Source: an optimization exercise on an open RTL-to-GDS flow (aim: small area, a short achievable clock period and few clock cycles per item). Production flows keep margins and buffers that such runs may drop.
The RTL was checked by simulation tests, not by an equivalence proof against the original design.
Power and IR drop assume default switching activity.

== run 1 ==
## smlb_compositor
module smlb_compositor #(
    parameter H = 64                       
) (
    input  wire        clk,
    input  wire        rst,                
    input  wire        in_valid,
    output wire        in_ready,
    input  wire [47:0] in_src,
    input  wire [47:0] in_row,
    input  wire        in_last,
    input  wire [15:0] in_hwy,
    input  wire [2:0]  in_shift,
    input  wire [7:0]  in_bright,
    input  wire        in_ck_en,
    input  wire [47:0] in_ck_key,
    input  wire [15:0] in_ck_first,
    input  wire [15:0] in_ck_last,
    output reg         out_valid,
    input  wire        out_ready,
    output reg  [47:0] out_row,
    output reg         out_last,
    output reg  [1:0]  out_status
);
Size in the first run: ~3000 cells after synthesis, roughly 260 I/O pins.
Settings: LEC_CHECK=0, CAP_MARGIN=20, CORE_MARGIN=2, CORE_UTILIZATION=55, CTS_BUF_LIST=sky130_fd_sc_hd__clkbuf_8, CTS_CLUSTER_DIAMETER=50, CTS_CLUSTER_SIZE=15, PLACE_DENSITY=0.7, SLEW_MARGIN=20, TNS_END_PERCENT=0; clock period 24.0 ns.
standard.sh (not shown) runs the stock make flow with config.mk's settings and CLKGATE_MAP_FILE= SYNTH_SCRIPT=/design/flow/synth_recipe.tcl, a recipe that flattens the netlist after the stock synthesis.
==> flow/flow/run.sh <==
#!/bin/bash
# The standard layout, with two changes: the ports get buf_1 buffers instead
# of the delay buffers buffer_ports picks by default, and the timing repair
# is asked to leave a setup margin, so that it works on the paths that set
# the achieved period. Each tool's log is in orfs/logs; make's output is in
# standard.log.
set -e
bash standard.sh SETUP_SLACK_MARGIN=18.0 "BUFFER_PORTS_ARGS=-buffer_cell sky130_fd_sc_hd__buf_1" finish > standard.log 2>&1
Run 1 went all the way through the flow, and no timing, DRC or antenna check failed.
Testbench counts of run 1, summed over its fixed seeds: cycles 12,312, items 12,288.
#### Input delta (run 2 over run 1)
- a change of CORE_UTILIZATION from 55 to 50
- a change of PLACE_DENSITY from 0.7 to 0.65
- a deleted TNS_END_PERCENT that had been 0
Run 2 vs run 1 — met1 track demand over resource in global routing dropped 2.3 points.
Re cell count after synthesis: no difference whatsoever between run 1 and run 2.
Between run 1 and run 2, global-route wire length before repair decreased.
~same share of cell area taken by flip-flops and latches in run 1 and run 2
Run 2 finished end to end and its layout was clean on timing, DRC and antenna.
Relative to run 1, run 2 degrades setup slack of the critical path after layout.
The run showing the greater routed length per placed instance is run 1.
Summary of run 2 over run 1: worst slew margin relative to its limit +5.9 points, post-route fraction of the period consumed by the critical path ~0 delta, vias after detailed routing -266.
The inputs of run 3 differ from those of run 2 as listed below.
- CORE_UTILIZATION: 50 -> 55
- PLACE_DENSITY: 0.65 -> 0.7
- TNS_END_PERCENT: unset -> 10
==> run notes <==
The wire length per cell after detailed routing number comes out higher for run 3 vs run 2.
Run 3 did not stop at any stage, and its layout met the timing, DRC and antenna checks.
[compare] base=run 2 new=run 3: final-layout clock buffer total down 2, clock distribution power fell by about 7%, worst setup slack after placement lost 8.9 ps, die area now sits lower.
Total global-route track usage in run 3 vs run 2: up 2.3 points
Reported for run 2 and run 3, number of violations of the max-capacitance limit turned out identical to the last digit.
The launch point of the worst path comes out out_row[16] in one run and out_row[15] in the other, namely in run 2 and run 3 respectively.
Re part of the total power dissipated in the clock network: run 2 and run 3 aren't equal, and the lower value belongs to run 3.
Compared with run 2, global-route wire length before repair in run 3 increased slightly.


wip/amber:
Starting RTL as in the previous note.
export LEC_CHECK = 0
export CAP_MARGIN = 20
export CORE_MARGIN = 2
export CORE_UTILIZATION = 55
export CTS_BUF_LIST = sky130_fd_sc_hd__clkbuf_16
export CTS_CLUSTER_DIAMETER = 60
export CTS_CLUSTER_SIZE = 30
export PLACE_DENSITY = 0.7
export SLEW_MARGIN = 20
create_clock -name core_clock -period 24.0 [get_ports {clk}]
Scripts as last shown in full above: flow/flow/run.sh
Testbench counts of wip/amber, summed over its fixed seeds: cycles 12,312, items 12,288.
Changes in wip/garnet relative to wip/amber:
==> flow/run.sh (new file) <==
#!/bin/bash
# synth_recipe.tcl (not shown) runs the flow's synth.tcl, then flattens the netlist and writes it again
# the make line also repeats each setting of config.mk as NAME=value (left out here)
make -C /OpenROAD-flow-scripts/flow DESIGN_CONFIG=/design/flow/config.mk WORK_HOME=/design/flow/orfs CLKGATE_MAP_FILE= SYNTH_SCRIPT=/design/flow/synth_recipe.tcl finish
--- a/flow/config.mk
+++ b/flow/config.mk
@@ -11,3 +11,3 @@
-export CTS_BUF_LIST = sky130_fd_sc_hd__clkbuf_16
-export CTS_CLUSTER_DIAMETER = 60
-export CTS_CLUSTER_SIZE = 30
+export CTS_BUF_LIST = sky130_fd_sc_hd__clkbuf_8
+export CTS_CLUSTER_DIAMETER = 50
+export CTS_CLUSTER_SIZE = 15
removed: flow/flow/run.sh
removed: flow/standard.sh
==> comparison <==
wip/garnet against wip/amber: total via count after detailed routing lost 499; final instance area picked up an extra 850 um2.
wip/garnet ends up with a wire length that is 3.5% lower than in wip/amber.
Row final-layout clock buffer total: wip/garnet higher / wip/amber lower
Changes observed in wip/garnet relative to wip/amber: utilization now larger; number of optimization iterations in the first detailed-route pass decreased by 1 relative to the old numbers; clock period minus worst slack up 0.57 ns.
The inputs of wip/raven differ from those of wip/garnet as listed below.
==> flow/flow/run.sh (new file) <==
#!/bin/bash
# The standard layout, with two changes: the ports get buf_1 buffers instead
# of the delay buffers buffer_ports picks by default, and the timing repair
# is asked to leave a setup margin, so that it works on the paths that set
# the achieved period. Each tool's log is in orfs/logs; make's output is in
# standard.log.
set -e
bash standard.sh SETUP_SLACK_MARGIN=18.0 "BUFFER_PORTS_ARGS=-buffer_cell sky130_fd_sc_hd__buf_1" finish > standard.log 2>&1
==> flow/standard.sh (new file) <==
#!/bin/bash
# synth_recipe.tcl (not shown) runs the flow's synth.tcl, then flattens the netlist and writes it again
# the make line also repeats each setting of config.mk as NAME=value (left out here)
make -C /OpenROAD-flow-scripts/flow DESIGN_CONFIG=/design/flow/config.mk WORK_HOME=/design/flow/orfs CLKGATE_MAP_FILE= SYNTH_SCRIPT=/design/flow/synth_recipe.tcl "${@:-finish}"
--- a/flow/config.mk
+++ b/flow/config.mk
@@ -10 +10 @@
-export CORE_UTILIZATION = 55
+export CORE_UTILIZATION = 65
@@ -14 +14 @@
-export PLACE_DENSITY = 0.7
+export PLACE_DENSITY = 0.8
removed: flow/run.sh
## What came out
Compared to wip/garnet, wip/raven has layout overhead on the synthesized area 4.3 points lower. Post-layout instance area improves in wip/raven relative to wip/garnet. In the tables for wip/garnet and wip/raven, non-clock buffer count reads lower with wip/garnet. Relative to wip/garnet, area occupied by multi-input gates has gone up in wip/raven. Compared with wip/garnet, in wip/raven power share of the combinational group increased 1.1 points; final cycle utilization of the critical path saw a decrease; total global-route track usage went up 5.5 points; number of fill cells in the layout dropped 26%. Between wip/garnet and wip/raven, the routing usage on met3 is lower for wip/garnet. wip/raven has portion of total power attributed to the clock network below what wip/garnet had.

port drivers added, routing unchanged:
Ports are ideal in the flow. The routed layouts listed here were re-timed in OpenROAD.
Step 1 (the two cells are an assumption about what drives the block):
set clk [get_ports {clk}]
set_driving_cell -lib_cell sky130_fd_sc_hd__clkbuf_16 $clk
set_driving_cell -lib_cell sky130_fd_sc_hd__buf_2 [delete_from_list [all_inputs] $clk]
Step 2, shift: input delay + t, output delay - t, t = (earliest + latest rising clock arrival at the registers) / 2. This alone moves slack from input paths to output paths.
Slacks: ideal / step 1 / step 2; pairs: ideal / step 1.
run	t, ns	slack for setup (ns)	hold WS [ns]	worst register clock-pin slew, ns
run 1	0.676	18.012 / 17.973 / 17.413	0.465 / 0.465 / 0.465	0.10 / 0.10
run 2	0.677	18.003 / 17.945 / 17.390	0.473 / 0.473 / 0.473	0.09 / 0.09
run 3	0.669	18.013 / 17.958 / 17.427	0.464 / 0.464 / 0.464	0.09 / 0.09
wip/amber	0.623	18.077 / 18.021 / 17.501	0.466 / 0.466 / 0.466	0.08 / 0.08
wip/garnet	0.652	17.510 / 17.510 / 17.062	0.470 / 0.470 / 0.470	0.09 / 0.09
wip/raven	0.652	18.014 / 17.998 / 17.462	0.469 / 0.469 / 0.469	0.09 / 0.09
After both steps every run listed still meets setup and hold. The setup slack of run 2, which loses most, moves by -0.058 ns with the drivers and by -0.613 ns with both steps.
